From an optimization exercise on the open Yosys and OpenROAD flow, aimed at a short achievable clock period and few clock cycles per item; shortcuts taken in it are not production practice. RTL that was checked went through simulation tests only; none was proved equivalent to the original. Only the layout flow was run in run 4; the RTL was not checked for function there. Power and IR drop assume default switching activity.

==> flow/design.v <==
module dnp3_rx (
    input  wire        clk,
    input  wire        rst,
    input  wire        cmd_valid,
    output reg         cmd_ready,
    input  wire [8:0]  cmd_len,
    input  wire        in_valid,
    output reg         in_ready,
    input  wire [31:0] in_data,
    output reg         res_valid,
    output reg  [3:0]  res_err,
    output reg  [16:0] res_mask,
    output reg  [6:0]  res_sum,
    output reg  [4:0]  res_nblk,
    output reg  [7:0]  res_len,
    output reg  [7:0]  res_ctrl,
    output reg  [15:0] res_dst,
    output reg  [15:0] res_src
);
    localparam [3:0] E_OK       = 4'd0,
                     E_LENGTH   = 4'd1,
                     E_INTEGRITY= 4'd3,
                     E_CLEN     = 4'd4,
                     E_RANGE    = 4'd6,
                     E_BADFNC   = 4'd8,
                     E_ADDRESS  = 4'd9,
                     E_STARTMARK= 4'd10;
    localparam [15:0] RES1 = 16'hD2BD,
                      RES2 = 16'hE3B5,
                      RES3 = 16'h1AA2,
                      RES4 = 16'h66C5;
    function [15:0] crcb;
        input [15:0] s;
        input [7:0]  b;
        integer j;
        reg [15:0] c;
        begin
            c = s ^ {8'd0, b};
            for (j = 0; j < 8; j = j + 1)
                c = c[0] ? ((c >> 1) ^ 16'hA6BC) : (c >> 1);
            crcb = c;
        end
    endfunction
    function [15:0] lane_term;
        input integer ln;
        input integer d;
        input [7:0]   b;
        integer i;
        reg [15:0] c;
        begin
            c = 16'd0;
            for (i = 0; i < 4; i = i + 1)
                c = crcb(c, (i == ln) ? b : 8'd0);
            for (i = 0; i < 4 * d; i = i + 1)
                c = crcb(c, 8'd0);
            lane_term = c;
        end
    endfunction
    function tileable;
        input [8:0] t;
        reg   [8:0] r;
        begin
            r = (t - 9'd10) % 9'd18;
            tileable = (t >= 9'd10) && (t <= 9'd292) && (r != 9'd1) && (r != 9'd2);
        end
    endfunction
    function [14:0] beat_class;
        input [8:0] p;
        input       last;
        input [1:0] k;
        input       r1, r2, r3;
        reg         split, endb, chk;
        reg  [3:0]  emask, nmask, dn, pd;
        reg  [1:0]  esel;
        begin
            split = p[2] && !last;
            endb  = p[6] && !last;
            chk   = last || split || endb;
            if (last) begin
                esel = k;
                case (k)
                    2'd1:    emask = 4'b0001;
                    2'd2:    emask = 4'b0011;
                    2'd3:    emask = 4'b0111;
                    default: emask = 4'b1111;
                endcase
            end else if (split) begin
                esel = 2'd2;  emask = 4'b0011;
            end else if (endb) begin
                esel = 2'd0;  emask = 4'b1111;
            end else begin
                esel = 2'd0;  emask = 4'b0000;
            end
            nmask = (last || endb) ? 4'b0000 : split ? 4'b1100 : 4'b1111;
            pd = (p[7] || p[2]) ? 4'b1000 :
                 (p[8] || p[3]) ? 4'b0100 :
                 (p[0] || p[4]) ? 4'b0010 : 4'b0001;
            if (r1)                         dn = 4'b0001;
            else if (r2 && !pd[0])          dn = 4'b0010;
            else if (r3 && (pd[3] | pd[2])) dn = 4'b0100;
            else                            dn = pd;
            beat_class = {chk, emask, esel, nmask, dn};
        end
    endfunction
    reg         in_v1, cmd_v1;
    reg  [31:0] in_d1;
    reg  [8:0]  cmd_len1;
    wire        cmd_x = cmd_valid & cmd_ready;
    always @(posedge clk) begin
        in_d1    <= in_data;
        cmd_len1 <= cmd_len;
        if (rst) begin
            in_v1  <= 1'b0;
            cmd_v1 <= 1'b0;
        end else begin
            in_v1  <= in_valid & in_ready;
            cmd_v1 <= cmd_x;
        end
    end
    localparam integer FW = 1 + 1 + 15 + 2 + 7 + 3 + 1 + 8;
    reg  [FW-1:0] fq [0:3];
    reg  [1:0]  fq_wp, fq_rp;
    reg  [2:0]  fq_cnt;
    reg         zpend;           
    wire [6:0]  c_nb   = cmd_len1[8:2] + {6'd0, |cmd_len1[1:0]};
    wire        c_zero = (cmd_len1 == 9'd0);
    wire        c_b1   = (c_nb == 7'd1);
    wire [6:0]  c_r2   = c_nb - 7'd2;    
    wire [14:0] c_cls0 = beat_class(9'b1, c_b1, cmd_len1[1:0],
                                    c_nb == 7'd2, c_nb == 7'd3, c_nb == 7'd4);
    wire [7:0]  c_ex   = cmd_len1[7:0] - 8'd5;    
    wire [FW-1:0] c_ent = {c_zero, c_b1, c_cls0, cmd_len1[1:0], c_r2,
                           c_nb == 7'd2, c_nb == 7'd3, c_nb == 7'd4,
                           c_nb == 7'd5, c_ex};
    wire [FW-1:0] h_ent = fq[fq_rp];
    wire        h_z    = h_ent[FW-1];
    wire        h_b1   = h_ent[FW-2];
    wire [14:0] h_cls0 = h_ent[FW-3 -: 15];
    wire [1:0]  h_k    = h_ent[FW-18 -: 2];
    wire [6:0]  h_r2   = h_ent[FW-20 -: 7];
    wire        h_n2   = h_ent[11];
    wire        h_n3   = h_ent[10];
    wire        h_n4   = h_ent[9];
    wire        h_n5   = h_ent[8];
    wire [7:0]  h_ex   = h_ent[7:0];
    wire        h_ne   = (fq_cnt != 3'd0);
    reg         nf;         
    reg         nsec;       
    reg  [8:0]  np;         
    reg  [6:0]  nrem;       
    reg         nlast;      
    reg         nr1, nr2, nr3, nr4;   
    reg  [14:0] ncls;       
    reg  [1:0]  fk;         
    reg  [4:0]  fblk;       
    reg  [7:0]  fex;        
    reg         fb1;        
    wire        bv     = in_v1;
    wire        first  = nf;
    wire [14:0] cls    = first ? h_cls0 : ncls;
    wire        chk    = cls[14];
    wire [3:0]  emask  = cls[13:10];
    wire [1:0]  esel   = cls[9:8];
    wire [3:0]  nmask  = cls[7:4];
    wire [3:0]  dn     = cls[3:0];
    wire        last   = first ? h_b1 : nlast;
    wire [4:0]  blk    = first ? 5'd0 : fblk;
    wire [7:0]  ex     = first ? h_ex : fex;
    wire [1:0]  k_f    = first ? h_k : fk;
    wire [8:0]  p_n    = first ? 9'b10 : {np[7:0], np[8]};
    wire [6:0]  rem_n  = first ? h_r2 : nrem - 7'd1;
    wire        last_n = first ? h_n2 : nr1;
    wire        r1_n   = first ? h_n3 : nr2;
    wire        r2_n   = first ? h_n4 : nr3;
    wire        r3_n   = first ? h_n5 : nr4;
    wire [14:0] cls_n  = beat_class(p_n, last_n, k_f, r1_n, r2_n, r3_n);
    wire        retire0 = nf && h_ne && h_z;      
    wire        pop     = (bv && first) || retire0;
    wire        push    = cmd_v1;
    reg  [15:0] nl_w [0:3];
    reg  [15:0] el_w [0:3];
    integer li;
    always @(*) begin
        for (li = 0; li < 4; li = li + 1) begin
            el_w[li] = emask[li] ? lane_term(li, 0, in_d1[8*li +: 8]) : 16'd0;
            nl_w[li] = (nmask[li] && dn[0]) ? lane_term(li, 1, in_d1[8*li +: 8]) :
                       (nmask[li] && dn[1]) ? lane_term(li, 2, in_d1[8*li +: 8]) :
                       (nmask[li] && dn[2]) ? lane_term(li, 3, in_d1[8*li +: 8]) :
                       (nmask[li] && dn[3]) ? lane_term(li, 4, in_d1[8*li +: 8]) :
                       16'd0;
        end
    end
    reg         v2, chk2, tok2, tb1_2, tz2;
    reg  [15:0] nl2 [0:3];
    reg  [15:0] el2 [0:3];
    reg  [1:0]  esel2;
    reg  [16:0] bit2;
    reg  [4:0]  nblk2;
    reg  [7:0]  ex2;
    reg  [7:0]  start0, start1, hlen, hctrl;
    reg  [15:0] hdst, hsrc;
    always @(posedge clk) begin
        if (push) fq[fq_wp] <= c_ent;
        for (li = 0; li < 4; li = li + 1) begin
            nl2[li] <= nl_w[li];
            el2[li] <= el_w[li];
        end
        esel2 <= esel;
        bit2  <= 17'd1 << blk;
        nblk2 <= blk + 5'd1;
        ex2   <= ex;
        tb1_2 <= first;
        if (bv) begin
            np    <= p_n;
            nrem  <= rem_n;
            nlast <= last_n;
            nr1   <= r1_n;
            nr2   <= r2_n;
            nr3   <= r3_n;
            nr4   <= first ? (h_r2 == 7'd4) : (nrem == 7'd5);
            ncls  <= cls_n;
            fk    <= k_f;
            fblk  <= chk ? blk + 5'd1 : blk;
            fex   <= chk ? ex - 8'd2 : ex;
            nsec  <= first && !last;
            if (first) begin
                start0 <= in_d1[7:0];
                start1 <= in_d1[15:8];
                hlen   <= in_d1[23:16];
                hctrl  <= in_d1[31:24];
            end
            if (nsec && !first) begin
                hdst <= in_d1[15:0];
                hsrc <= in_d1[31:16];
            end
        end
        if (rst) begin
            fq_wp  <= 2'd0;
            fq_rp  <= 2'd0;
            fq_cnt <= 3'd0;
            zpend  <= 1'b0;
            nf     <= 1'b1;
            v2     <= 1'b0;
            chk2   <= 1'b0;
            tok2   <= 1'b0;
            tz2    <= 1'b0;
            cmd_ready <= 1'b1;
            in_ready  <= 1'b0;
        end else begin
            in_ready <= 1'b1;
            if (push) fq_wp <= fq_wp + 2'd1;
            if (pop)  fq_rp <= fq_rp + 2'd1;
            fq_cnt <= fq_cnt + {2'd0, push} - {2'd0, pop};
            zpend  <= (push && c_zero) || (zpend && !retire0);
            cmd_ready <= !cmd_x && !(push && c_zero) && !(zpend && !retire0) &&
                         ({1'b0, fq_cnt} + {3'd0, push} < 4'd4);
            if (bv) nf <= last;
            v2   <= bv;
            chk2 <= bv && chk;
            tok2 <= (bv && last) || retire0;
            tz2  <= retire0;
        end
    end
    reg  [8:0]  fq_t [0:3];
    reg  [8:0]  ftl;
    reg         ftile;
    always @(posedge clk) begin
        if (push) fq_t[fq_wp] <= cmd_len1;
        if (bv && first) ftl <= fq_t[fq_rp];
        ftile <= tileable(ftl);
    end
    reg         hf_len, hf_fnc, hf_fcv, hf_res, hf_srcff, hf_eq, hf_start;
    wire        prm      = hctrl[6];
    wire [3:0]  fnc      = hctrl[3:0];
    always @(posedge clk) begin
        hf_len   <= (hlen < 8'd5);
        hf_fnc   <= !(prm ? (fnc == 4'd0 || fnc == 4'd1 || fnc == 4'd2 ||
                             fnc == 4'd3 || fnc == 4'd4 || fnc == 4'd9)
                          : (fnc == 4'd0 || fnc == 4'd1 || fnc == 4'd11));
        hf_fcv   <= prm && (hctrl[4] != ((fnc == 4'd2) || (fnc == 4'd3)));
        hf_res   <= !prm && hctrl[5];
        hf_srcff <= (hsrc == 16'hFFFF);
        hf_eq    <= (hdst == hsrc);
        hf_start <= (start0 == 8'h05) && (start1 == 8'h64);
    end
    reg  [15:0] acc;
    reg  [15:0] x3;
    reg         chk3, tok3, tile3, start_ok3, lenfail3, hbad3;
    reg  [16:0] bit3;
    reg  [2:0]  hidx3;
    reg  [3:0]  errnc3;
    reg  [7:0]  hlen3, hctrl3;
    reg  [15:0] hdst3, hsrc3;
    reg  [4:0]  nblk3;
    wire [15:0] nsum = nl2[0] ^ nl2[1] ^ nl2[2] ^ nl2[3];
    wire [15:0] eres = (esel2 == 2'd1) ? RES1 : (esel2 == 2'd2) ? RES2 :
                       (esel2 == 2'd3) ? RES3 : RES4;
    wire [15:0] esum = el2[0] ^ el2[1] ^ el2[2] ^ el2[3] ^ eres;
    reg  [2:0]  hidx;
    reg  [3:0]  herr;
    always @(*) begin
        hidx = 3'd0;
        herr = E_OK;
        if (hf_len) begin
            hidx = 3'd1; herr = E_RANGE;
        end else if (hf_fnc) begin
            hidx = 3'd2; herr = E_BADFNC;
        end else if (hf_fcv) begin
            hidx = 3'd3; herr = E_RANGE;
        end else if (hf_res) begin
            hidx = 3'd4; herr = E_RANGE;
        end else if (hf_srcff) begin
            hidx = 3'd5; herr = E_ADDRESS;
        end else if (hf_eq) begin
            hidx = 3'd6; herr = E_ADDRESS;
        end
    end
    wire        tile2    = ftile && !tb1_2 && !tz2;
    always @(posedge clk) begin
        if (v2)
            acc <= (chk2 ? 16'd0 : acc) ^ nsum;
        x3        <= acc ^ esum;
        bit3      <= bit2;
        nblk3     <= nblk2;
        tile3     <= tile2;
        start_ok3 <= hf_start;
        lenfail3  <= (hlen != ex2);
        hidx3     <= hidx;
        hbad3     <= (hidx != 3'd0);
        errnc3    <= !tile2 ? E_LENGTH : !hf_start ? E_STARTMARK :
                     (hidx != 3'd0) ? herr : (hlen != ex2) ? E_CLEN : E_OK;
        hlen3     <= hlen;
        hctrl3    <= hctrl;
        hdst3     <= hdst;
        hsrc3     <= hsrc;
        if (rst) begin
            acc  <= 16'd0;
            chk3 <= 1'b0;
            tok3 <= 1'b0;
        end else begin
            chk3 <= chk2;
            tok3 <= tok2;
        end
    end
    reg  [16:0] macc;       
    reg         macc_any;
    wire        fail3   = chk3 && (x3 != 16'd0);
    wire [16:0] maskf   = macc | (bit3 & {17{fail3}});
    wire        crcfail = macc_any || fail3;
    always @(posedge clk) begin
        if (rst) begin
            macc      <= 17'd0;
            macc_any  <= 1'b0;
            res_valid <= 1'b0;
        end else begin
            macc      <= tok3 ? 17'd0 : maskf;
            macc_any  <= !tok3 && crcfail;
            res_valid <= tok3;
        end
        res_err  <= (tile3 && start_ok3 && crcfail) ? E_INTEGRITY : errnc3;
        res_mask <= tile3 ? maskf : 17'd0;
        res_sum  <= (tile3 && start_ok3) ?
                    {hidx3, 1'b0, lenfail3, hbad3, crcfail} : 7'd0;
        res_nblk <= tile3 ? nblk3 : 5'd0;
        res_len  <= tile3 ? hlen3 : 8'd0;
        res_ctrl <= tile3 ? hctrl3 : 8'd0;
        res_dst  <= tile3 ? hdst3 : 16'd0;
        res_src  <= tile3 ? hsrc3 : 16'd0;
    end
endmodule
==> flow/run.sh <==
#!/bin/bash
# synth_recipe.tcl (not shown) runs the flow's synth.tcl, then flattens the netlist and writes it again
# the make line also repeats each setting of config.mk as NAME=value (left out here)
make -C /OpenROAD-flow-scripts/flow DESIGN_CONFIG=/design/flow/config.mk WORK_HOME=/design/flow/orfs CLKGATE_MAP_FILE= SYNTH_SCRIPT=/design/flow/synth_recipe.tcl finish
==> flow/config.mk <==
export PLATFORM = sky130hd
export DESIGN_NAME = dnp3_rx
export DESIGN_NICKNAME = dnp3_rx
export VERILOG_FILES = /design/flow/design.v
export SDC_FILE = /design/flow/constraint.sdc
export NUM_CORES = 4
export LEC_CHECK = 0
export ABC_CLOCK_PERIOD_IN_PS = 2500
export CAP_MARGIN = 20
export CORE_MARGIN = 2
export CORE_UTILIZATION = 40
export PLACE_DENSITY = 0.6
export SETUP_SLACK_MARGIN = 5
export SLEW_MARGIN = 20
==> flow/constraint.sdc <==
create_clock -name core_clock -period 8.0 [get_ports {clk}]
set_input_delay 1.6000 -clock core_clock [delete_from_list [all_inputs] [get_ports {clk}]]
set_output_delay 1.6000 -clock core_clock [all_outputs]
set_load 0.01 [all_outputs]
==> metrics.yaml, run 1 <==
n_fill_cell: 6419
final-setup-viol-count: 0
ir_drop_mv: 0.182
ys_ff_latch: 710
synth_most_common_cell: "dfxtp_1"
drive_gt1_share_pct: 12.5
end_kind: "flop"
synth-edff-count: 267
yosys-top-cells-area: "dfxtp_1 31%, edfxtp_1 28%, xnor2_1 10%"
drtIter0Drc: 1417
cp.required_ps: 8470
hp-class: "reg2reg"
grt_max_degree: 77
fin_skew_ps: 20.7
drc: 0
maxCapViolations: 0
hold_viol: 0
yosys_most_used_dff: "dfxtp_1"
routed_wl_um: 71400
antenna_found_initial: 1
p_leak_nw: 12.7
startpoint_type: "flop"
numPortBuffers: 127
netlist_area_um2: 29100
cts_buffers: 74
cts-root-buf: "clkbuf_16"
synth-seq-area-share_pct: 58.1
fin_util_pct: 48.0
synthToLayoutAreaGrowth_pct: 18.4
coreArea_um2: 71700
worstMarginPinSlew_ps: 1090
outcome: "no timing/DRC/antenna violations"
rsz0062_at_grt: "true"
place.gp.congestion: 0.889
start_util_pct: 40.5
syn_nets: 2537
postRouteAntennaNets: 0
cts_max_level: 3
synthTopCellsByCount: "443 x dfxtp_1, 339 x xnor2_1, 267 x edfxtp_1, 209 x nor2_1, 168 x xor2_1"
hold_ws_ps: 314
grt_overflow: 0
tns_ps: 0
ys_warn_count: 5
syn_area_per_cell_um2: 11.8
powerDensity_nw_per_um2: 327
wl_per_cell_um: 19.7
clk_latency_ps: 610
ys_types: 93
grt_pass1_wl_um: 110000
avgViaCountPerCell: 5.13
slew_viol_final: 0
clock-sinks: 710
grtUsageTotal_pct: 19.0
dieArea_um2: 74800
die_w_um: 274
cts_tree: "yes"
layout.nets: 2693
seq_area_um2: 16900
critPathKind: "reg2reg"
fmax_ghz: 0.223
synthCells: 2456
vias: 18600
synthArstFlopShare_pct: 0
dp_slack_ps: 2560
synth.largest_area_cell: "dfxtp_1"
dp_hpwl_um: 49100
fp.dieH_um: 274
drt_pre_antenna_iters: 7
multiInputGateArea_um2: 11900
grt_pass1_vias: 18600
min_period_ps: 4480
clk_pin_slew_ps: 60
cts_max_path_buffers: 3
timing.final.crit_share_pct: 56.1
crit_arrival_ps: 4950
slew_headroom_pct: 27.1
ios: 129
worst_slack_ps: 3520
worstPathMaxFanout: 6
core.rowCount: 98
synth_top_area_share_pct: 30.5
==> layout by cell type, fill, tap and decap left out, types with 17 or more instances in the layout <==
cell type,count
dfxtp_1,428
xnor2_1,330
edfxtp_1,267
nor2_1,204
xor2_1,164
a21oi_1,107
nand2_1,99
dlygate4sd2_1,83
o21ai_0,77
clkbuf_16,77
and2_1,69
buf_4,69
nor2b_1,48
inv_1,45
clkdlybuf4s50_1,44
mux4_2,37
nor3_1,36
ha_1,32
nand2b_1,25
o211ai_1,21
nand3_1,18
a211oi_1,18
nor4_1,17
==> critical path, stage by stage (launching register included) <==
cell	delay (ps)
edfxtp_1	390
or3_4	380
o211ai_1	340
inv_1	140
ha_4	200
or4_4	550
o21a_4	260
o21ai_4	230
nor2_2	60
or3_4	340
and3_4	190
a21boi_4	170
nor2_4	70
xnor2_2	190
ha_2	210
o21ai_2	50
xor2_1	150
nor4_1	320
o32ai_1	110
==> per-stage QoR <==
stage               total power [mW]  cells  area (µm²)
floorplan                       6.60   2456       29100
global placement                7.75   3459       31500
detailed placement              7.78   3459       31500
CTS                             11.3   3618       34200
global route                    11.8   3623       34400
finish                          11.2   3624       34400
==> path summary, 6_finish.rpt <==
kind,slack [ps],startpoint,endpoint,cells past startpoint
worst max-delay path,3520,ftl[4],ftile,18
worst min register to register,310,nblk2[3],nblk3[3],0
worst max register to register,3520,ftl[4],ftile,18
worst min-delay path,310,nblk2[3],nblk3[3],0
==> cell families after synthesis <==
| logic type | after synthesis | share of synthesized area, % |
|---|---|---|
| and+or+nand+nor | 594 | 10.1 |
| other | 1 | 0.0129 |
| adders and majority gates | 36 | 1.58 |
| muxes | 67 | 4.03 |
| buffers and inverters | 169 | 2.24 |
| DFF | 710 | 58.1 |
| xor gates and xnor gates | 507 | 15.3 |
| AOI/OAI and AO/OA | 372 | 8.64 |
==> flip-flops by register name (all words and copies together) (netlist names), 13 cells and up, named ones only <==
register and flops:
macc 17, hsrc 16, bit3 17, res_src 16, res_dst 16, acc 16, ncls 13, nl2 64
in_d1 32, bit2 17, res_mask 17, hsrc3 16, hdst 16, el2 64, hdst3 16, fq_t 36
fq 108, x3 16
==> power breakdown <==
| group | internal (mW) | switching [mW] | leakage, nW |
|---|---|---|---|
| Combinational | 1.38 | 1.84 | 5.41 |
| Clock | 2.01 | 1.44 | 1.22 |
| Sequential | 4.27 | 0.318 | 6.09 |
==> timing repair <==
item	CTS	global route
cloned	0	1
hold endpoints to repair	0	0
gates resized for setup	114	32
pin swaps	16	14
hold buffers	0	0
buffers inserted	22	4
endpoints found under the setup margin	187	70
==> layer usage <==
layer	track usage, %	part of all wire, %
met5	0	0
met4	6.24	2.4
met3	3.76	6.6
met2	29.4	44
met1	26.8	47
==> area by class of cell <==
class	instances	share of cell area [%]
flip-flops and latches	710	49.2
multi-input cells	1578	34.5
clock buffers	101	6.15
repair buffers	201	5.11
well taps	950	3.45
clock inverters	36	1.13
inverters	47	0.531
diodes	1	0.00727
Testbench counts, summed over its fixed seeds: cycles 12,395, frames 320.
==> run 2: changes to the inputs <==
--- a/flow/design.v
+++ b/flow/design.v
@@ -58,10 +58,2 @@
     endfunction
-    function tileable;
-        input [8:0] t;
-        reg   [8:0] r;
-        begin
-            r = (t - 9'd10) % 9'd18;
-            tileable = (t >= 9'd10) && (t <= 9'd292) && (r != 9'd1) && (r != 9'd2);
-        end
-    endfunction
     function [14:0] beat_class;
@@ -119,3 +111,3 @@
     end
-    localparam integer FW = 1 + 1 + 15 + 2 + 7 + 3 + 1 + 8;
+    localparam integer FW = 1 + 1 + 15 + 2 + 7 + 4 + 8 + 1;
     reg  [FW-1:0] fq [0:3];
@@ -131,5 +123,6 @@
     wire [7:0]  c_ex   = cmd_len1[7:0] - 8'd5;    
+    wire        c_range = (cmd_len1 >= 9'd10) && (cmd_len1 <= 9'd292);
     wire [FW-1:0] c_ent = {c_zero, c_b1, c_cls0, cmd_len1[1:0], c_r2,
                            c_nb == 7'd2, c_nb == 7'd3, c_nb == 7'd4,
-                           c_nb == 7'd5, c_ex};
+                           c_nb == 7'd5, c_ex, c_range};
     wire [FW-1:0] h_ent = fq[fq_rp];
@@ -140,7 +133,8 @@
     wire [6:0]  h_r2   = h_ent[FW-20 -: 7];
-    wire        h_n2   = h_ent[11];
-    wire        h_n3   = h_ent[10];
-    wire        h_n4   = h_ent[9];
-    wire        h_n5   = h_ent[8];
-    wire [7:0]  h_ex   = h_ent[7:0];
+    wire        h_n2   = h_ent[12];
+    wire        h_n3   = h_ent[11];
+    wire        h_n4   = h_ent[10];
+    wire        h_n5   = h_ent[9];
+    wire [7:0]  h_ex   = h_ent[8:1];
+    wire        h_range = h_ent[0];
     wire        h_ne   = (fq_cnt != 3'd0);
@@ -156,3 +150,3 @@
     reg  [7:0]  fex;        
-    reg         fb1;        
+    reg         frange;     
     wire        bv     = in_v1;
@@ -168,2 +162,7 @@
     wire [7:0]  ex     = first ? h_ex : fex;
+    wire [8:0]  p_c    = first ? 9'b1 : np;
+    wire [1:0]  k_c    = first ? h_k : fk;
+    wire        rng    = first ? h_range : frange;
+    wire        tile_c = rng && !(p_c[2] && (k_c == 2'd3 || k_c == 2'd0)) &&
+                                !(p_c[7] && (k_c == 2'd1 || k_c == 2'd2));
     wire [1:0]  k_f    = first ? h_k : fk;
@@ -192,3 +191,3 @@
     end
-    reg         v2, chk2, tok2, tb1_2, tz2;
+    reg         v2, chk2, tok2, tile2;
     reg  [15:0] nl2 [0:3];
@@ -211,3 +210,3 @@
         ex2   <= ex;
-        tb1_2 <= first;
+        tile2 <= bv && tile_c;
         if (bv) begin
@@ -222,2 +221,3 @@
             fk    <= k_f;
+            frange <= rng;
             fblk  <= chk ? blk + 5'd1 : blk;
@@ -245,3 +245,2 @@
             tok2   <= 1'b0;
-            tz2    <= 1'b0;
             cmd_ready <= 1'b1;
@@ -260,13 +259,4 @@
             tok2 <= (bv && last) || retire0;
-            tz2  <= retire0;
         end
     end
-    reg  [8:0]  fq_t [0:3];
-    reg  [8:0]  ftl;
-    reg         ftile;
-    always @(posedge clk) begin
-        if (push) fq_t[fq_wp] <= cmd_len1;
-        if (bv && first) ftl <= fq_t[fq_rp];
-        ftile <= tileable(ftl);
-    end
     reg         hf_len, hf_fnc, hf_fcv, hf_res, hf_srcff, hf_eq, hf_start;
@@ -317,3 +307,2 @@
     end
-    wire        tile2    = ftile && !tb1_2 && !tz2;
     always @(posedge clk) begin
==> run 2 against run 1 <==
Effect of this change: synthesized cell count down 9.0%; largest power group unchanged; highest routed layer unchanged; clock-buffer cell count down 2; power decreased by 8.1%; final area fell by 6.8%.
==> metrics.yaml, run 2 <==
outcome: "no timing/DRC/antenna violations"
hp-class: "reg2reg"
cts_max_path_buffers: 3  # unchanged
routed_wl_um: 67200  # -5.9%
largest_reg_flops: 120  # +11%
grt_pass1_wl_um: 102000  # -7.2%
ir_drop_mv: 0.154  # -16%
die_w_um: 267  # -2.5%
grtUsageMet2_pct: 30.0  # +0.60 points
power_mw: 10.3  # -8.1%
maxCapViolations: 0  # unchanged
clk_pin_slew_ps: 60  # about the same
worstMarginPinSlew_ps: 1060  # -35.6 ps
cts-root-buf: "clkbuf_16"
syn_nets: 2311  # -8.9%
worstPathMaxFanout: 2  # -4
grt_max_degree: 77  # unchanged
end_kind: "primary output"
largest_register: "fq"
antenna_found_initial: 2  # +1
syn_area_per_cell_um2: 12.3  # +4.3%
drtIter0Drc: 1284  # -9.4%
crit_family: "flip-flops"
core.rowCount: 96  # -2.0%
slew_headroom_pct: 29.5  # +2.4 points
synthTopCellsByCount: "441 x dfxtp_1, 326 x xnor2_1, 235 x edfxtp_1, 172 x nor2_1, 125 x xor2_1"
wl_per_cell_um: 20.4  # +3.9%
grtUsageMet1_pct: 25.8  # -0.92 points
placed_area_um2: 29600  # -5.9%
synth.largest_area_cell: "dfxtp_1"
cts_tree: "yes"
worst_hold_path.endpoint: "bit3[8]"
num_antenna_cells: 0  # -1
postRouteAntennaNets: 0  # unchanged
slew_viol_final: 0  # unchanged
synthToLayoutAreaGrowth_pct: 16.3
coreArea_um2: 68500  # -4.6%
hp-start: "bit2[8]"
final_common_cell: "dfxtp_1"
reg2regPathDepth: 7  # -11
ff2ff_setup_slack_ps: 5120  # +1600 ps
critPathKind: "reg2out"
reg2reg_to: "nl2[3][3]"
avgViaCountPerCell: 5.12  # about the same
final-setup-viol-count: 0  # unchanged
clk_latency_ps: 630  # +20 ps
dp_hpwl_um: 45400  # -7.5%
fmax_ghz: 0.347  # +55%
critical_path.max_stage_delay_ps: 380  # -170 ps
synth-edff-count: 235  # -12%
grt_overflow: 0  # unchanged
yosys_most_used_dff: "dfxtp_1"
use_met3_pct: 3.05  # -0.71 points
grtUsageTotal_pct: 18.9  # -0.14 points
yosys-top-cells-area: "dfxtp_1 32%, edfxtp_1 26%, xnor2_1 10%"
drc: 0  # unchanged
dieArea_um2: 71100  # -5.0%
timing.final.crit_share_pct: 36.1  # -20 points
ios: 129  # unchanged
grt_pass1_vias: 16800  # -10%
n_fill_cell: 6091  # -5.1%
place.gp.congestion: 0.864  # -2.7%
synth_top_area_share_pct: 32.0  # +1.5 points
min_period_ps: 2880  # -1600 ps
synthArstFlopShare_pct: 0  # unchanged
startpoint_type: "flop"
cts_buffers: 73  # -1.4%
layout.nets: 2421  # -10%
hold_depth: 0  # unchanged
cp.required_ps: 6400  # -2070 ps
finalInstanceArea_um2: 32100  # -6.8%
clock-sinks: 676  # -4.8%
path_buf_inv: 1  # unchanged
fp.dieH_um: 267  # -2.5%
ys_warn_count: 5  # unchanged
synth_most_common_cell: "dfxtp_1"
numPortBuffers: 127  # unchanged
cts_max_level: 3  # unchanged
mostFrequentLayoutCells: "434 x dfxtp_1, 325 x xnor2_1, 235 x edfxtp_1"
start_util_pct: 40.3  # -0.23 points
powerDensity_nw_per_um2: 322  # -1.4%
synthCells: 2235  # -9.0%
crit_chain: "dlygate4sd2_1"
top_usage_layer: "met2"
tns_ps: 0  # unchanged
ys_ff_latch: 676  # -4.8%
crit_start: "in_ready"
drive_gt1_share_pct: 10.4  # -2.1 points
netlist_area_um2: 27600  # -5.1%
crit_arrival_ps: 1280  # -3670 ps
hold_viol: 0  # unchanged
vias: 16800  # -9.5%
top_regs: "fq x120, el2 x64, nl2 x64"
fin_skew_ps: 22.2  # +1.57 ps
p_leak_nw: 12.2  # -4.2%
drt_pre_antenna_iters: 5  # -2
cp_slowest_cell: "dfxtp_1"
synth-seq-area-share_pct: 57.6  # -0.51 points
ys_types: 82  # -12%
rsz0062_at_grt: "false"
## run 2: layer usage
| metal | vias up | share of wire, % | routed length, µm |
|---|---|---|---|
| met5 | - | 0 | 0 |
| met2 | 445 | 46 | 30900 |
| li1 | 7962 | - | - |
| met4 | 0 | 3.3 | 2190 |
| met3 | 115 | 4.9 | 3290 |
| met1 | 8307 | 46 | 30800 |
## run 2: logic make-up after synthesis
family          after synthesis  synth area share, %
compound gates              299                 7.53
mux                          62                 3.70
fa+ha+maj                    31                 1.43
flops                       676                 57.6
other cells                   1               0.0136
simple gates                505                 9.33
xor+xnor                    494                 17.7
buf+inv                     167                 2.73
## run 2: per-stage QoR
step | setup slack (ps) | utilization (%) | cells | hold WS, ps
3_5_place_dp | 4310 | 43.3 | 3150 | 312
6_report | 5120 | 46.8 | 3284 | 324
5_1_grt | 5010 | 46.8 | 3284 | 333
3_3_place_gp | 4390 | 43.3 | 3150 | 312
2_1_floorplan | 5090 | - | 2235 | 310
4_1_cts | 4940 | 46.7 | 3283 | 325
## run 2: how the worst max path moves through the flow
stage	to	slack, ps	cells after the start
6_report	in_ready	5120	1
5_1_grt	nl2[3][3]	5010	7
4_1_cts	fq_cnt[2]	4940	10
3_5_place_dp	fq_cnt[2]	4310	10
3_3_place_gp	fq_cnt[2]	4390	10
2_1_floorplan	fq_cnt[2]	5090	9
## run 2: cell type report
class / count / area [µm²] / share of cell area [%]
inverter: 45 / 170 / 0.531
sequential: 676 / 15900 / 49.6
tap: 882 / 1100 / 3.44
timing repair buffer: 156 / 1410 / 4.39
clock buffer: 99 / 2060 / 6.41
multi-input combinational: 1393 / 11000 / 34.4
clock inverter: 33 / 385 / 1.20
## run 2: repair_timing
action,4_1_cts,5_1_grt
hold buffers,0,0
gates cloned,1,0
buffers inserted,0,1
pin swaps,0,1
gates resized for setup,90,16
endpoints found under the setup margin,118,37
## run 2: power by group
part | internal (mW) | switching, mW
logic | 1.17 | 1.49
registers | 4.02 | 0.278
clock network | 1.96 | 1.41
Testbench counts of run 2, summed over its fixed seeds: cycles 12,395, frames 320.
==> run 3: changes to the inputs <==
==> flow/flow/run.sh (new file) <==
#!/bin/bash
set -euo pipefail
export SETUP_SLACK_MARGIN=5.6
bash standard.sh > standard.log 2>&1
==> flow/standard.sh (new file) <==
#!/bin/bash
# synth_recipe.tcl (not shown) runs the flow's synth.tcl, then flattens the netlist and writes it again
# the make line also repeats each setting of config.mk as NAME=value (left out here)
make -C /OpenROAD-flow-scripts/flow DESIGN_CONFIG=/design/flow/config.mk WORK_HOME=/design/flow/orfs CLKGATE_MAP_FILE= SYNTH_SCRIPT=/design/flow/synth_recipe.tcl "${@:-finish}"
--- a/flow/config.mk
+++ b/flow/config.mk
@@ -7,3 +7,3 @@
 export LEC_CHECK = 0
-export ABC_CLOCK_PERIOD_IN_PS = 2500
+export ABC_CLOCK_PERIOD_IN_PS = 2000
 export CAP_MARGIN = 20
@@ -12,3 +12,2 @@
 export PLACE_DENSITY = 0.6
-export SETUP_SLACK_MARGIN = 5
 export SLEW_MARGIN = 20
removed: flow/run.sh
==> run 3 against run 2 <==
Effect of this change: still clean on timing, DRC and antenna; flip-flop and latch count is the same; hold slack worse by 0.84 ps; combinational power increased by 16%; setup slack improved by 210 ps; final cell count grew 1.8%; wire length grew 6.0%; maximum frequency is 7.8% higher; final area is 4.6% higher; power rose by 7.3%; sequential share of layout area is 1.9 points lower; critical endpoint unchanged.
==> metrics.yaml, run 3 <==
dp_hpwl_um: 45300  # about the same
slew_headroom_pct: 29.5  # about the same
synth-seq-area-share_pct: 57.6  # unchanged
slew_viol_final: 0  # unchanged
final_common_cell: "dfxtp_1"
yosys-top-cells-area: "dfxtp_1 32%, edfxtp_1 26%, xnor2_1 10%"
postRouteAntennaNets: 0  # unchanged
wl_met2_um: 33600  # +8.7%
critPathKind: "reg2out"
numPortBuffers: 127  # unchanged
wl_met1_um: 31200  # +1.2%
end_kind: "primary output"
crit_cells: 1  # unchanged
cts_max_level: 3  # unchanged
clk_pin_slew_ps: 60  # about the same
cts-root-buf: "clkbuf_16"
grt_pass1_vias: 17100  # +2.2%
fin_skew_ps: 18.2  # -4.00 ps
worstPathMaxFanout: 2  # unchanged
drt_pre_antenna_iters: 5  # unchanged
yosys_most_used_dff: "dfxtp_1"
seq_area_um2: 16000  # +0.66%
grt_max_degree: 77  # unchanged
cts_tree: "yes"
cp.required_ps: 6400  # about the same
wl_per_cell_um: 21.3  # +4.1%
cts_buffers: 74  # +1.4%
dp_slack_ps: 4800  # +485 ps
vias: 17400  # +3.4%
dr_wl_met3_um: 4000  # +21%
final-setup-viol-count: 0  # unchanged
hp-class: "reg2reg"
core.rowCount: 96  # unchanged
p_leak_nw: 12.6  # +3.5%
path_buf_inv: 1  # unchanged
outcome: "no timing/DRC/antenna violations"
synthTopCellsByCount: "441 x dfxtp_1, 326 x xnor2_1, 235 x edfxtp_1, 172 x nor2_1, 125 x xor2_1"
multiInputGateArea_um2: 11500  # +4.0%
synth_top_area_share_pct: 32.0  # unchanged
syn_area_per_cell_um2: 12.3  # unchanged
worst_slack_ps: 5320  # +208 ps
finalInstanceArea_um2: 33600  # +4.6%
ys_warn_count: 5  # unchanged
synthCells: 2235  # unchanged
fp.dieH_um: 267  # unchanged
worstMarginPinSlew_ps: 1060  # -1.83 ps
synthToLayoutAreaGrowth_pct: 21.6
hold_depth: 0  # unchanged
powerDensity_nw_per_um2: 330  # +2.5%
ios: 129  # unchanged
fmax_ghz: 0.374  # +7.8%
crit_start: "in_ready"
placed_area_um2: 29700  # about the same
synth.largest_area_cell: "dfxtp_1"
drtIter0Drc: 1358  # +5.8%
hold_viol: 0  # unchanged
antenna_found_initial: 2  # unchanged
cp_slowest_cell: "dfxtp_2"
coreArea_um2: 68500  # unchanged
mostFrequentLayoutCells: "362 x dfxtp_1, 319 x xnor2_1, 235 x edfxtp_1"
ctsHoldBuffers: 0  # unchanged
grt_overflow: 0  # unchanged
largest_reg_flops: 120  # unchanged
syn_nets: 2311  # unchanged
synthArstFlopShare_pct: 0  # unchanged
grt_pass1_wl_um: 104000  # +1.7%
synth_most_common_cell: "dfxtp_1"
largest_register: "fq"
layout.nets: 2475  # +2.2%
num_antenna_cells: 0  # unchanged
start_util_pct: 40.3  # unchanged
timing.final.crit_share_pct: 33.4  # -2.6 points
critical_path.max_stage_delay_ps: 360  # -20 ps
tns_ps: 0  # unchanged
ir_drop_mv: 0.159  # +3.7%
maxCapViolations: 0  # unchanged
min_period_ps: 2680  # -208 ps
top_layer: "met4"
top_regs: "fq x120, el2 x64, nl2 x64"
crit_family: "flip-flops"
drc: 0  # unchanged
synth-edff-count: 235  # unchanged
dieArea_um2: 71100  # unchanged
n_fill_cell: 5954  # -2.2%
crit_chain: "buf_6"
crit_arrival_ps: 1080  # -200 ps
clock-sinks: 676  # unchanged
fin_util_pct: 49.0  # +2.2 points
ys_types: 82  # unchanged
drive_gt1_share_pct: 21.5  # +11 points
avgViaCountPerCell: 5.21  # +1.6%
rsz0062_at_grt: "true"
clk_latency_ps: 620  # about the same
place.gp.congestion: 0.894  # +3.5%
reg2regPathDepth: 7  # unchanged
startpoint_type: "flop"
ys_ff_latch: 676  # unchanged
die_w_um: 267  # unchanged
cts_max_path_buffers: 3  # unchanged
routed_wl_um: 71200  # +6.0%
hp-start: "bit2[2]"
netlist_area_um2: 27600  # unchanged
grtUsageTotal_pct: 19.3  # +0.39 points
-- run 3: timing repair --
item                       in CTS  in global routing
buffers inserted               24                 25
gates cloned                    3                  9
gates resized for setup       485                 97
pin swaps                       8                 19
setup endpoints to repair     298                189
-- run 3: kinds of logic (layout without fill, tap and decap cells) --
group	Yosys count	count (layout)	synth area share, %
multiplexers	62	62	3.70
other	1	1	0.0136
flip-flops	676	676	57.6
AO/OA/AOI/OAI	299	301	7.53
XOR/XNOR	494	494	17.7
AND/OR/NAND/NOR	505	506	9.33
buffers and inverters	167	390	2.73
adder cells (fa/ha/maj)	31	31	1.43
-- run 3: metal layers --
layer	global-route usage [%]	up-vias
met1	26.0	8580
met2	31.4	581
met4	7.20	0
li1	-	8103
met5	0	-
met3	2.93	141
-- run 3: path summary, 6_finish.rpt --
| check | end | slack, ps |
|---|---|---|
| max | in_ready | 5320 |
| min reg2reg | bit3[2] | 320 |
| min | bit3[2] | 320 |
| max reg2reg | nl2[1][7] | 5560 |
-- run 3: cell type report --
class,count,share of cell area [%]
clock inverters,39,1.57
well taps,882,3.29
clock buffers,99,6.41
multi-input cells,1395,34.2
repair buffers,207,6.22
inverters,45,0.559
flip-flops and latches,676,47.7
-- run 3: metrics by stage --
step	power (mW)	hold slack [ps]	std cells
floorplan	6.27	310	2235
global placement	7.00	313	3144
detailed placement	7.01	312	3144
CTS	10.8	325	3309
global route	11.5	331	3343
finish	11.1	323	3343
-- run 3: power by group --
| group | internal, mW | switching [mW] | total, mW |
|---|---|---|---|
| clock | 2.26 | 1.41 | 3.68 |
| sequential | 4.02 | 0.301 | 4.32 |
| combinational | 1.44 | 1.64 | 3.09 |
==> run 4: changes to the inputs <==
--- a/flow/design.v
+++ b/flow/design.v
@@ -112,5 +112,5 @@
     localparam integer FW = 1 + 1 + 15 + 2 + 7 + 4 + 8 + 1;
-    reg  [FW-1:0] fq [0:3];
-    reg  [1:0]  fq_wp, fq_rp;
-    reg  [2:0]  fq_cnt;
+    reg  [FW-1:0] fq [0:1];
+    reg         fq_wp, fq_rp;
+    reg  [1:0]  fq_cnt;
     reg         zpend;           
@@ -139,3 +139,3 @@
     wire        h_range = h_ent[0];
-    wire        h_ne   = (fq_cnt != 3'd0);
+    wire        h_ne   = (fq_cnt != 2'd0);
     reg         nf;         
@@ -195,6 +195,6 @@
     reg  [1:0]  esel2;
-    reg  [16:0] bit2;
-    reg  [4:0]  nblk2;
+    reg  [4:0]  nblk2, blk2;
     reg  [7:0]  ex2;
-    reg  [7:0]  start0, start1, hlen, hctrl;
+    reg         hstart;
+    reg  [7:0]  hlen, hctrl;
     reg  [15:0] hdst, hsrc;
@@ -207,3 +207,3 @@
         esel2 <= esel;
-        bit2  <= 17'd1 << blk;
+        blk2  <= blk;
         nblk2 <= blk + 5'd1;
@@ -226,4 +226,3 @@
             if (first) begin
-                start0 <= in_d1[7:0];
-                start1 <= in_d1[15:8];
+                hstart <= (in_d1[15:0] == 16'h6405);
                 hlen   <= in_d1[23:16];
@@ -237,5 +236,5 @@
         if (rst) begin
-            fq_wp  <= 2'd0;
-            fq_rp  <= 2'd0;
-            fq_cnt <= 3'd0;
+            fq_wp  <= 1'b0;
+            fq_rp  <= 1'b0;
+            fq_cnt <= 2'd0;
             zpend  <= 1'b0;
@@ -249,8 +248,8 @@
             in_ready <= 1'b1;
-            if (push) fq_wp <= fq_wp + 2'd1;
-            if (pop)  fq_rp <= fq_rp + 2'd1;
-            fq_cnt <= fq_cnt + {2'd0, push} - {2'd0, pop};
+            if (push) fq_wp <= !fq_wp;
+            if (pop)  fq_rp <= !fq_rp;
+            fq_cnt <= fq_cnt + {1'b0, push} - {1'b0, pop};
             zpend  <= (push && c_zero) || (zpend && !retire0);
             cmd_ready <= !cmd_x && !(push && c_zero) && !(zpend && !retire0) &&
-                         ({1'b0, fq_cnt} + {3'd0, push} < 4'd4);
+                         ({1'b0, fq_cnt} + {2'd0, push} < 3'd2);
             if (bv) nf <= last;
@@ -273,3 +272,3 @@
         hf_eq    <= (hdst == hsrc);
-        hf_start <= (start0 == 8'h05) && (start1 == 8'h64);
+        hf_start <= hstart;
     end
@@ -278,3 +277,3 @@
     reg         chk3, tok3, tile3, start_ok3, lenfail3, hbad3;
-    reg  [16:0] bit3;
+    reg  [4:0]  blk3;
     reg  [2:0]  hidx3;
@@ -311,3 +310,3 @@
         x3        <= acc ^ esum;
-        bit3      <= bit2;
+        blk3      <= blk2;
         nblk3     <= nblk2;
@@ -336,2 +335,3 @@
     wire        fail3   = chk3 && (x3 != 16'd0);
+    wire [16:0] bit3    = 17'd1 << blk3;
     wire [16:0] maskf   = macc | (bit3 & {17{fail3}});
--- a/flow/config.mk
+++ b/flow/config.mk
@@ -10,4 +10,6 @@
 export CORE_MARGIN = 2
-export CORE_UTILIZATION = 40
-export PLACE_DENSITY = 0.6
+export CORE_UTILIZATION = 60
+export CTS_CLUSTER_DIAMETER = 70
+export CTS_CLUSTER_SIZE = 50
+export PLACE_DENSITY = 0.7
 export SLEW_MARGIN = 20
==> run 4 against run 3 <==
Effect of this change: critical path type is now reg2reg; combinational power grew to 2.8 times the previous value; core utilization is 29 points higher; still clean; sequential power is 14% lower.
==> metrics.yaml, run 4 <==
outcome: "no timing/DRC/antenna violations"
critical_path.max_stage_delay_ps: 490  # +130 ps
mostFrequentLayoutCells: "350 x xnor2_1, 333 x dfxtp_1, 205 x buf_4"
final_common_cell: "xnor2_1"
critPathKind: "reg2reg"
hp-class: "reg2reg"
grtUsageTotal_pct: 32.6  # +13 points
powerDensity_nw_per_um2: 431  # +30%
crit_arrival_ps: 4330  # +3250 ps
synthCells: 2323  # +3.9%
timing.final.crit_share_pct: 47.6  # +14 points
postRouteAntennaNets: 0  # unchanged
worstPathMaxFanout: 4  # +2
dieArea_um2: 44900  # -37%
synth_most_common_cell: "xnor2_1"
layout.nets: 2702  # +9.2%
ys_types: 69  # -16%
final-setup-viol-count: 0  # unchanged
numPortBuffers: 127  # unchanged
top_regs: "el2 x64, nl2 x64, fq x60"
cts-root-buf: "clkbuf_16"
fin_skew_ps: 61.4  # +43.2 ps
die_w_um: 212  # -21%
ir_drop_mv: 1.65  # +940%
synthToLayoutAreaGrowth_pct: 29.0
syn_area_per_cell_um2: 11.2  # -9.6%
vias: 18700  # +7.2%
synth_top_area_share_pct: 31.9  # -0.10 points
drt_pre_antenna_iters: 5  # unchanged
seq_area_um2: 13200  # -17%
fmax_ghz: 0.262  # -30%
cts_tree: "yes"
dp_hpwl_um: 49400  # +9.1%
coreArea_um2: 42900  # -37%
drc: 0  # unchanged
tns_ps: 0  # unchanged
clk_latency_ps: 650  # +30 ps
clk_pin_slew_ps: 120  # +60 ps
netlist_area_um2: 25900  # -6.0%
cpMostUsedCell: "xnor2_2"
worstMarginPinSlew_ps: 1110  # +52.5 ps
synth.largest_area_cell: "dfxtp_1"
cts_max_path_buffers: 3  # unchanged
synth-edff-count: 160  # -32%
end_kind: "flop"
place.gp.congestion: 0.912  # +1.9%
yosys-top-cells-area: "dfxtp_1 32%, edfxtp_1 19%, xnor2_1 15%"
cts_max_level: 1  # -2
cts_buffers: 30  # -59%
ys_ff_latch: 573  # -15%
avgViaCountPerCell: 5.74  # +10%
drive_gt1_share_pct: 28.7  # +7.2 points
fp.dieH_um: 212  # -21%
yosys_most_used_dff: "dfxtp_1"
min_period_ps: 3810  # +1140 ps
crit_family: "XOR/XNOR gates"
grt_max_degree: 58  # -25%
wl_per_cell_um: 24.0  # +13%
multiInputGateArea_um2: 14400  # +26%
grt_overflow: 0  # unchanged
grt_pass1_vias: 17500  # +2.1%
syn_nets: 2390  # +3.4%
hold_ws_ps: 338  # +15.2 ps
ys_warn_count: 5  # unchanged
grt_pass1_wl_um: 109000  # +4.8%
synth-seq-area-share_pct: 50.4  # -7.1 points
routed_wl_um: 77800  # +9.3%
cp.required_ps: 8520  # +2120 ps
crit_chain: "buf_12, buf_4, buf_12, xnor3_1, xnor2_2, xnor3_2, xnor2_2, xor3_1, xnor3_2, xnor2_2, xor2_1, o221ai_1, a22o_1"
synthTopCellsByCount: "443 x xnor2_1, 413 x dfxtp_1, 206 x nor2_1, 179 x xor2_1, 160 x edfxtp_1"
n_fill_cell: 2642  # -56%
slew_headroom_pct: 26.0  # -3.5 points
synthArstFlopShare_pct: 0  # unchanged
slew_viol_final: 0  # unchanged
hold_viol: 0  # unchanged
rsz0062_at_grt: "true"
core.rowCount: 76  # -21%
drtIter0Drc: 1743  # +28%
maxCapViolations: 0  # unchanged
ios: 129  # unchanged
antenna_found_initial: 6  # +4
power_mw: 14.4  # +30%
start_util_pct: 60.4  # +20 points
path_buf_inv: 3  # +2
startpoint_type: "flop"
clock-sinks: 573  # -15%
p_leak_nw: 13.0  # +2.8%
cp_slowest_cell: "xnor3_2"
[run 4: cell count changes after synthesis, moves of 17 or more]
cell,change
edfxtp_1,-75
xor2_1,+54
buf_2,-40
clkbuf_1,+28
mux2i_1,+18
mux4_2,-30
a21oi_1,+28
nor2_1,+34
dfxtp_1,-28
o21ai_0,+17
xnor2_1,+117
[run 4: final cells by class]
type,count,area share [%]
clock buffers,32,2.39
multi-input cells,1595,43.1
inverters,37,0.490
diodes,3,0.0225
flip-flops and latches,573,39.6
well taps,585,2.19
repair inverters,1,0.0150
clock inverters,24,1.22
repair buffers,397,10.9
[run 4: worst paths after layout]
check	startpoint	cells past startpoint	slack, ps	end
min	nblk2[3]	0	340	nblk3[3]
max reg2reg	in_d1[2]	13	4190	nl2[0][11]
min reg2reg	nblk2[3]	0	340	nblk3[3]
max	in_d1[2]	13	4190	nl2[0][11]
[run 4: logic make-up after synthesis]
| family | after synthesis | share of synthesized area (%) |
|---|---|---|
| other | 1 | 0.0145 |
| muxes | 41 | 1.62 |
| buffers and inverters | 156 | 2.51 |
| DFF | 573 | 50.4 |
| adders and majority gates | 22 | 1.06 |
| and+or+nand+nor | 516 | 9.65 |
| AOI/OAI and AO/OA | 324 | 7.99 |
| xor gates and xnor gates | 690 | 26.7 |
[run 4: repair_timing]
action | CTS | global route
gates resized for setup | 643 | 176
hold buffers | 0 | 0
setup buffers | 148 | 84
setup endpoints to repair | 253 | 183
cloned | 2 | 2
pin swaps | 83 | 72
[run 4: routing by layer]
metal	track usage [%]	part of all wire [%]	routed length [µm]
met5	0	0.010	8
met2	51.6	46	35900
met1	46.3	42	32400
met4	9.42	3.8	2940
met3	5.46	8.4	6550
[run 4: report_power, final]
| part | switching, mW | internal, mW | total [mW] | leakage, nW |
|---|---|---|---|---|
| Clock | 1.12 | 0.855 | 1.98 | 0.571 |
| Combinational | 4.09 | 4.61 | 8.71 | 7.48 |
| Sequential | 0.305 | 3.43 | 3.73 | 4.91 |
[run 4: per-stage QoR]
stage | instances | utilization [%] | worst slack [ps] | cell area, µm²
after global placement | 2952 | 65.8 | 3610 | 28200
after detailed placement | 2952 | 65.8 | 3600 | 28200
after CTS | 3158 | 74.2 | 4230 | 31800
final | 3247 | 78.0 | 4190 | 33400
after global routing | 3246 | 78.0 | 4090 | 33400
after floorplan | 2323 | - | 4160 | 26500
[run 4: worst reg2reg max path, stage by stage, from the launching register on]
cell and delay [ps]:
dfxtp_2 350, buf_12 120, buf_4 140, buf_12 120, xnor3_1 420, xnor2_2 270
xnor3_2 460, xnor2_2 220, xor3_1 380, xnor3_2 490, xnor2_2 210, xor2_1 160
o221ai_1 120, a22o_1 240
==> run 5: changes to the inputs <==
--- a/flow/design.v
+++ b/flow/design.v
@@ -178,18 +178,5 @@
     wire        push    = cmd_v1;
-    reg  [15:0] nl_w [0:3];
-    reg  [15:0] el_w [0:3];
-    integer li;
-    always @(*) begin
-        for (li = 0; li < 4; li = li + 1) begin
-            el_w[li] = emask[li] ? lane_term(li, 0, in_d1[8*li +: 8]) : 16'd0;
-            nl_w[li] = (nmask[li] && dn[0]) ? lane_term(li, 1, in_d1[8*li +: 8]) :
-                       (nmask[li] && dn[1]) ? lane_term(li, 2, in_d1[8*li +: 8]) :
-                       (nmask[li] && dn[2]) ? lane_term(li, 3, in_d1[8*li +: 8]) :
-                       (nmask[li] && dn[3]) ? lane_term(li, 4, in_d1[8*li +: 8]) :
-                       16'd0;
-        end
-    end
-    reg         v2, chk2, tok2, tile2;
-    reg  [15:0] nl2 [0:3];
-    reg  [15:0] el2 [0:3];
+    reg         v2, chk2, tok2, tile2, first2, sec2;
+    reg  [31:0] d2;
+    reg  [3:0]  emask2, nmask2, dn2;
     reg  [1:0]  esel2;
@@ -197,12 +184,11 @@
     reg  [7:0]  ex2;
-    reg         hstart;
-    reg  [7:0]  hlen, hctrl;
-    reg  [15:0] hdst, hsrc;
     always @(posedge clk) begin
         if (push) fq[fq_wp] <= c_ent;
-        for (li = 0; li < 4; li = li + 1) begin
-            nl2[li] <= nl_w[li];
-            el2[li] <= el_w[li];
-        end
-        esel2 <= esel;
+        d2     <= in_d1;
+        emask2 <= emask;
+        nmask2 <= nmask;
+        dn2    <= dn;
+        esel2  <= esel;
+        first2 <= bv && first;
+        sec2   <= bv && nsec && !first;
         blk2  <= blk;
@@ -225,11 +211,2 @@
             nsec  <= first && !last;
-            if (first) begin
-                hstart <= (in_d1[15:0] == 16'h6405);
-                hlen   <= in_d1[23:16];
-                hctrl  <= in_d1[31:24];
-            end
-            if (nsec && !first) begin
-                hdst <= in_d1[15:0];
-                hsrc <= in_d1[31:16];
-            end
         end
@@ -260,2 +237,53 @@
     end
+    reg  [15:0] nl_w [0:3];
+    reg  [15:0] el_w [0:3];
+    integer li;
+    always @(*) begin
+        for (li = 0; li < 4; li = li + 1) begin
+            el_w[li] = emask2[li] ? lane_term(li, 0, d2[8*li +: 8]) : 16'd0;
+            nl_w[li] = (nmask2[li] && dn2[0]) ? lane_term(li, 1, d2[8*li +: 8]) :
+                       (nmask2[li] && dn2[1]) ? lane_term(li, 2, d2[8*li +: 8]) :
+                       (nmask2[li] && dn2[2]) ? lane_term(li, 3, d2[8*li +: 8]) :
+                       (nmask2[li] && dn2[3]) ? lane_term(li, 4, d2[8*li +: 8]) :
+                       16'd0;
+        end
+    end
+    wire [15:0] eres = (esel2 == 2'd1) ? RES1 : (esel2 == 2'd2) ? RES2 :
+                       (esel2 == 2'd3) ? RES3 : RES4;
+    reg         v3, chk3, tok3, tile3;
+    reg  [15:0] nl3 [0:3];
+    reg  [15:0] esum3;
+    reg  [4:0]  nblk3, blk3;
+    reg  [7:0]  ex3;
+    reg         hstart;
+    reg  [7:0]  hlen, hctrl;
+    reg  [15:0] hdst, hsrc;
+    always @(posedge clk) begin
+        for (li = 0; li < 4; li = li + 1) begin
+            nl3[li] <= nl_w[li];
+        end
+        esum3 <= el_w[0] ^ el_w[1] ^ el_w[2] ^ el_w[3] ^ eres;
+        blk3  <= blk2;
+        nblk3 <= nblk2;
+        ex3   <= ex2;
+        tile3 <= tile2;
+        if (first2) begin
+            hstart <= (d2[15:0] == 16'h6405);
+            hlen   <= d2[23:16];
+            hctrl  <= d2[31:24];
+        end
+        if (sec2) begin
+            hdst <= d2[15:0];
+            hsrc <= d2[31:16];
+        end
+        if (rst) begin
+            v3   <= 1'b0;
+            chk3 <= 1'b0;
+            tok3 <= 1'b0;
+        end else begin
+            v3   <= v2;
+            chk3 <= chk2;
+            tok3 <= tok2;
+        end
+    end
     reg         hf_len, hf_fnc, hf_fcv, hf_res, hf_srcff, hf_eq, hf_start;
@@ -275,14 +303,11 @@
     reg  [15:0] acc;
-    reg  [15:0] x3;
-    reg         chk3, tok3, tile3, start_ok3, lenfail3, hbad3;
-    reg  [4:0]  blk3;
-    reg  [2:0]  hidx3;
-    reg  [3:0]  errnc3;
-    reg  [7:0]  hlen3, hctrl3;
-    reg  [15:0] hdst3, hsrc3;
-    reg  [4:0]  nblk3;
-    wire [15:0] nsum = nl2[0] ^ nl2[1] ^ nl2[2] ^ nl2[3];
-    wire [15:0] eres = (esel2 == 2'd1) ? RES1 : (esel2 == 2'd2) ? RES2 :
-                       (esel2 == 2'd3) ? RES3 : RES4;
-    wire [15:0] esum = el2[0] ^ el2[1] ^ el2[2] ^ el2[3] ^ eres;
+    reg  [15:0] x4;
+    reg         chk4, tok4, tile4, start_ok4, lenfail4, hbad4;
+    reg  [4:0]  blk4;
+    reg  [2:0]  hidx4;
+    reg  [3:0]  errnc4;
+    reg  [7:0]  hlen4, hctrl4;
+    reg  [15:0] hdst4, hsrc4;
+    reg  [4:0]  nblk4;
+    wire [15:0] nsum = nl3[0] ^ nl3[1] ^ nl3[2] ^ nl3[3];
     reg  [2:0]  hidx;
@@ -307,25 +332,25 @@
     always @(posedge clk) begin
-        if (v2)
-            acc <= (chk2 ? 16'd0 : acc) ^ nsum;
-        x3        <= acc ^ esum;
-        blk3      <= blk2;
-        nblk3     <= nblk2;
-        tile3     <= tile2;
-        start_ok3 <= hf_start;
-        lenfail3  <= (hlen != ex2);
-        hidx3     <= hidx;
-        hbad3     <= (hidx != 3'd0);
-        errnc3    <= !tile2 ? E_LENGTH : !hf_start ? E_STARTMARK :
-                     (hidx != 3'd0) ? herr : (hlen != ex2) ? E_CLEN : E_OK;
-        hlen3     <= hlen;
-        hctrl3    <= hctrl;
-        hdst3     <= hdst;
-        hsrc3     <= hsrc;
+        if (v3)
+            acc <= (chk3 ? 16'd0 : acc) ^ nsum;
+        x4        <= acc ^ esum3;
+        blk4      <= blk3;
+        nblk4     <= nblk3;
+        tile4     <= tile3;
+        start_ok4 <= hf_start;
+        lenfail4  <= (hlen != ex3);
+        hidx4     <= hidx;
+        hbad4     <= (hidx != 3'd0);
+        errnc4    <= !tile3 ? E_LENGTH : !hf_start ? E_STARTMARK :
+                     (hidx != 3'd0) ? herr : (hlen != ex3) ? E_CLEN : E_OK;
+        hlen4     <= hlen;
+        hctrl4    <= hctrl;
+        hdst4     <= hdst;
+        hsrc4     <= hsrc;
         if (rst) begin
             acc  <= 16'd0;
-            chk3 <= 1'b0;
-            tok3 <= 1'b0;
+            chk4 <= 1'b0;
+            tok4 <= 1'b0;
         end else begin
-            chk3 <= chk2;
-            tok3 <= tok2;
+            chk4 <= chk3;
+            tok4 <= tok3;
         end
@@ -334,6 +359,6 @@
     reg         macc_any;
-    wire        fail3   = chk3 && (x3 != 16'd0);
-    wire [16:0] bit3    = 17'd1 << blk3;
-    wire [16:0] maskf   = macc | (bit3 & {17{fail3}});
-    wire        crcfail = macc_any || fail3;
+    wire        fail4   = chk4 && (x4 != 16'd0);
+    wire [16:0] bit4    = 17'd1 << blk4;
+    wire [16:0] maskf   = macc | (bit4 & {17{fail4}});
+    wire        crcfail = macc_any || fail4;
     always @(posedge clk) begin
@@ -344,15 +369,15 @@
         end else begin
-            macc      <= tok3 ? 17'd0 : maskf;
-            macc_any  <= !tok3 && crcfail;
-            res_valid <= tok3;
-        end
-        res_err  <= (tile3 && start_ok3 && crcfail) ? E_INTEGRITY : errnc3;
-        res_mask <= tile3 ? maskf : 17'd0;
-        res_sum  <= (tile3 && start_ok3) ?
-                    {hidx3, 1'b0, lenfail3, hbad3, crcfail} : 7'd0;
-        res_nblk <= tile3 ? nblk3 : 5'd0;
-        res_len  <= tile3 ? hlen3 : 8'd0;
-        res_ctrl <= tile3 ? hctrl3 : 8'd0;
-        res_dst  <= tile3 ? hdst3 : 16'd0;
-        res_src  <= tile3 ? hsrc3 : 16'd0;
+            macc      <= tok4 ? 17'd0 : maskf;
+            macc_any  <= !tok4 && crcfail;
+            res_valid <= tok4;
+        end
+        res_err  <= (tile4 && start_ok4 && crcfail) ? E_INTEGRITY : errnc4;
+        res_mask <= tile4 ? maskf : 17'd0;
+        res_sum  <= (tile4 && start_ok4) ?
+                    {hidx4, 1'b0, lenfail4, hbad4, crcfail} : 7'd0;
+        res_nblk <= tile4 ? nblk4 : 5'd0;
+        res_len  <= tile4 ? hlen4 : 8'd0;
+        res_ctrl <= tile4 ? hctrl4 : 8'd0;
+        res_dst  <= tile4 ? hdst4 : 16'd0;
+        res_src  <= tile4 ? hsrc4 : 16'd0;
     end
==> flow/config.mk (replaced) <==
export PLATFORM = sky130hd
export DESIGN_NAME = dnp3_rx
export DESIGN_NICKNAME = dnp3_rx
export VERILOG_FILES = /design/flow/design.v
export SDC_FILE = /design/flow/constraint.sdc
export NUM_CORES = 4
export LEC_CHECK = 0
export ABC_CLOCK_PERIOD_IN_PS = 1400
export CAP_MARGIN = 20
export CORE_MARGIN = 2
export CORE_UTILIZATION = 40
export PLACE_DENSITY = 0.6
export SLEW_MARGIN = 20
==> run 5 against run 4 <==
Effect of this change: clock-buffer cell count rose by 50; via count down 6.3%; final cell count is 7.5% higher; highest routed layer is now met4; sequential share of layout area up 0.70 points; global-route usage fell by 11 points; critical endpoint is now nl3[0][8].
==> metrics.yaml, run 5 <==
slew_viol_final: 0  # unchanged
synth_xor_area_share_pct: 25.3  # -1.5 points
cts-root-buf: "clkbuf_16"
wl_per_cell_um: 20.7  # -14%
fp.dieH_um: 257  # +21%
synth-compound-area-share_pct: 7.83  # -0.17 points
hp-class: "reg2reg"
p_leak_nw: 13.0  # +0.16%
powerDensity_nw_per_um2: 356  # -17%
end_kind: "flop"
synthMuxAreaShare_pct: 1.57  # -0.049 points
slew_headroom_pct: 26.7  # +0.74 points
power_frac_clock_pct: 22.9  # +9.2 points
outcome: "no timing/DRC/antenna violations"
grt_pass1_vias: 17500  # -0.32%
ys_ff_latch: 591  # +3.1%
largest_reg_flops: 64
min_period_ps: 3360  # -449 ps
mostFrequentLayoutCells: "350 x dfxtp_1, 332 x xnor2_1, 170 x buf_4"
synthArstFlopShare_pct: 0  # unchanged
ios: 129  # unchanged
crit_arrival_ps: 3900  # -430 ps
synth_most_common_cell: "xnor2_1"
avgViaCountPerCell: 5.01  # -13%
routed_wl_um: 72300  # -7.1%
hold_viol: 0  # unchanged
tns_ps: 0  # unchanged
synth.largest_area_cell: "dfxtp_1"
power.switching_mw: 4.18  # -24%
timing.final.crit_share_pct: 42.0  # -5.6 points
fmax_ghz: 0.297  # +13%
clock-sinks: 591  # +3.1%
cell_internal_pwr_mw: 7.83  # -12%
maxCapViolations: 0  # unchanged
antenna_found_initial: 2  # -4
start_util_pct: 40.5  # -20 points
grtUsageTotal_pct: 21.2  # -11 points
die_w_um: 257  # +21%
critPathKind: "reg2reg"
syn_area_per_cell_um2: 11.2  # about the same
final_common_cell: "dfxtp_1"
clk_latency_ps: 630  # -20 ps
synth-seq-area-share_pct: 52.4  # +2.0 points
clk_pin_slew_ps: 60  # -60 ps
cts_tree: "yes"
worstPathMaxFanout: 6  # +2
synthSimpleGateAreaFrac_pct: 9.36  # -0.29 points
finalInstanceArea_um2: 33800  # +0.95%
coreArea_um2: 63200  # +47%
synth_top_family_by_area: "XOR/XNOR gates"
synth_top_area_share_pct: 33.7  # +1.8 points
drt_pre_antenna_iters: 5  # unchanged
syn_nets: 2360  # -1.3%
cts_buffers: 60  # +100%
drtIter0Drc: 1191  # -32%
startpoint_type: "flop"
grt_overflow: 0  # unchanged
vias: 17500  # -6.3%
synth-edff-count: 160  # unchanged
drc: 0  # unchanged
dp_hpwl_um: 48600  # -1.6%
combPwrFrac_pct: 45.8  # -15 points
fin_util_pct: 53.4  # -25 points
ctsHoldBuffers: 0  # unchanged
synth_fa_ha_area_share_pct: 1.03  # -0.036 points
layout.nets: 2658  # -1.6%
synthCells: 2294  # -1.2%
rsz0062_at_grt: "true"
grt_max_degree: 77  # +33%
fin_skew_ps: 20.2  # -41.2 ps
ir_drop_mv: 0.245  # -85%
grt_pass1_wl_um: 107000  # -1.3%
cts_max_level: 2  # +1
postRouteAntennaNets: 0  # unchanged
ys_warn_count: 4  # -1
synthToLayoutAreaGrowth_pct: 31.8
largest_register: "nl3"
ys_types: 71  # +2.9%
synthTopCellsByCount: "435 x xnor2_1, 431 x dfxtp_1, 205 x xor2_1, 160 x edfxtp_1, 139 x nor2_1"
p_seq_share_pct: 31.3  # +5.4 points
cp.required_ps: 8540  # +20 ps
drive_gt1_share_pct: 28.2  # -0.50 points
netlist_area_um2: 25600  # -1.2%
yosys-top-cells-area: "dfxtp_1 34%, edfxtp_1 19%, xnor2_1 15%"
top_regs: "nl3 x64, fq x60"
worstMarginPinSlew_ps: 1100  # -10.1 ps
placed_area_um2: 28100  # -0.19%
cts_max_path_buffers: 3  # unchanged
ff2ff_setup_slack_ps: 4640  # +450 ps
core.rowCount: 92  # +21%
swShare_pct: 34.8  # -3.5 points
yosys_most_used_dff: "dfxtp_1"
dieArea_um2: 66100  # +47%
final-setup-viol-count: 0  # unchanged
place.gp.congestion: 0.900  # -1.3%
numPortBuffers: 127  # unchanged
-- run 5: cell types whose count changed after synthesis, sizes merged, moves of 16 or more --
cell | before | now
a21oi | 101 | 84
dfxtp | 413 | 431
xnor2 | 461 | 445
nor2 | 206 | 139
xor2 | 184 | 215
nand2 | 72 | 131
xnor3 | 36 | 15
-- run 5: cell type report --
cell class | instances | area (µm²)
Antenna cell | 2 | 5.00
Clock buffer | 82 | 1690
Clock inverter | 30 | 264
Fill cell | 5288 | 29400
Inverter | 45 | 188
Multi-Input combinational cell | 1543 | 13800
Sequential cell | 591 | 13600
Tap cell | 846 | 1060
Timing Repair Buffer | 350 | 3150
Timing Repair inverter | 1 | 5.00
-- run 5: layer usage --
layer	track usage, %	routed length (µm)
met1	29.6	32600
met2	33.6	33000
met3	3.55	4600
met4	6.56	2120
met5	0	0
-- run 5: kinds of logic after synthesis --
| family | Yosys count |
|---|---|
| buffers and inverters | 160 |
| xor gates and xnor gates | 681 |
| adders and majority gates | 21 |
| DFF | 591 |
| other | 1 |
| AOI/OAI and AO/OA | 307 |
| muxes | 39 |
| and+or+nand+nor | 494 |
-- run 5: per-stage QoR --
stage                     hold WS, ps  cells  worst slack [ps]  power [mW]
after floorplan                   310   2294              4670        6.87
after global placement            311   3177              4150        7.86
after detailed placement          312   3177              4030        7.87
after CTS                         326   3404              4710        11.3
after global routing              329   3488              4570        12.5
final                             324   3490              4640        12.0
-- run 5: timing repair --
item                       in CTS  in global routing
setup endpoints to repair     207                183
pin swaps                      86                 83
setup buffers                 115                 83
gates cloned                    0                  1
gates resized for setup       593                192
-- run 5: path summary, 6_finish.rpt --
kind	from	to	depth (start not counted)
min reg2reg	in_d1[21]	d2[21]	0
min	in_d1[21]	d2[21]	0
max reg2reg	d2[2]	nl3[0][8]	11
max	d2[2]	nl3[0][8]	11
-- run 5: power by group through the flow --
stage	combinational [mW]	clock, mW	sequential (mW)
global route	5.81	2.93	3.79
detailed placement	4.05	0	3.82
CTS	4.78	2.79	3.76
floorplan	3.19	0	3.69
global placement	4.04	0	3.82
finish	5.50	2.74	3.76
-- run 5: worst max-delay path, stage by stage, from the launching register on --
cell and delay [ps]:
dfxtp_2 330, buf_12 120, ha_4 380, xnor2_4 110
xnor2_2 300, xor3_1 530, buf_6 150, xor2_4 150
xnor2_2 200, xnor3_2 490, xnor3_1 370, o21ai_1 140
Testbench counts of run 5, summed over its fixed seeds: cycles 12,403, frames 320.

-- port drivers added, routing unchanged --
Ports are ideal in the flow. The routed layouts listed here were re-timed in OpenROAD.
Step 1 assumes that a clkbuf_16 drives the clock port and a buf_2 every other input.
Step 2 moves the port delays by t, midway between the first and last clock arrival at a register: inputs arrive t later, outputs are due t later. That takes back most of the time a late clock gives input paths.
Slacks: ideal / step 1 / step 2; pairs: ideal / step 1.
run	t (ns)	slack for setup (ns)	worst setup path after step 2	latest minus earliest clock arrival (ns)	worst data-port slew with drivers (ns)
run 1	0.663	3.516 / 3.516 / 3.516	register to register	0.022 / 0.022	0.04
run 2	0.675	5.116 / 5.057 / 4.805	input to register	0.025 / 0.025	0.06
run 3	0.669	5.324 / 5.263 / 5.037	input to register	0.022 / 0.022	0.06
run 4	0.685	4.189 / 4.189 / 4.189	register to register	0.067 / 0.067	0.08
run 5	0.670	4.638 / 4.638 / 4.638	register to register	0.022 / 0.022	0.06
After both steps every run listed still meets setup and hold. For run 2, which loses most, drivers alone change the setup slack by -0.059 ns; drivers and shift together by -0.311 ns.
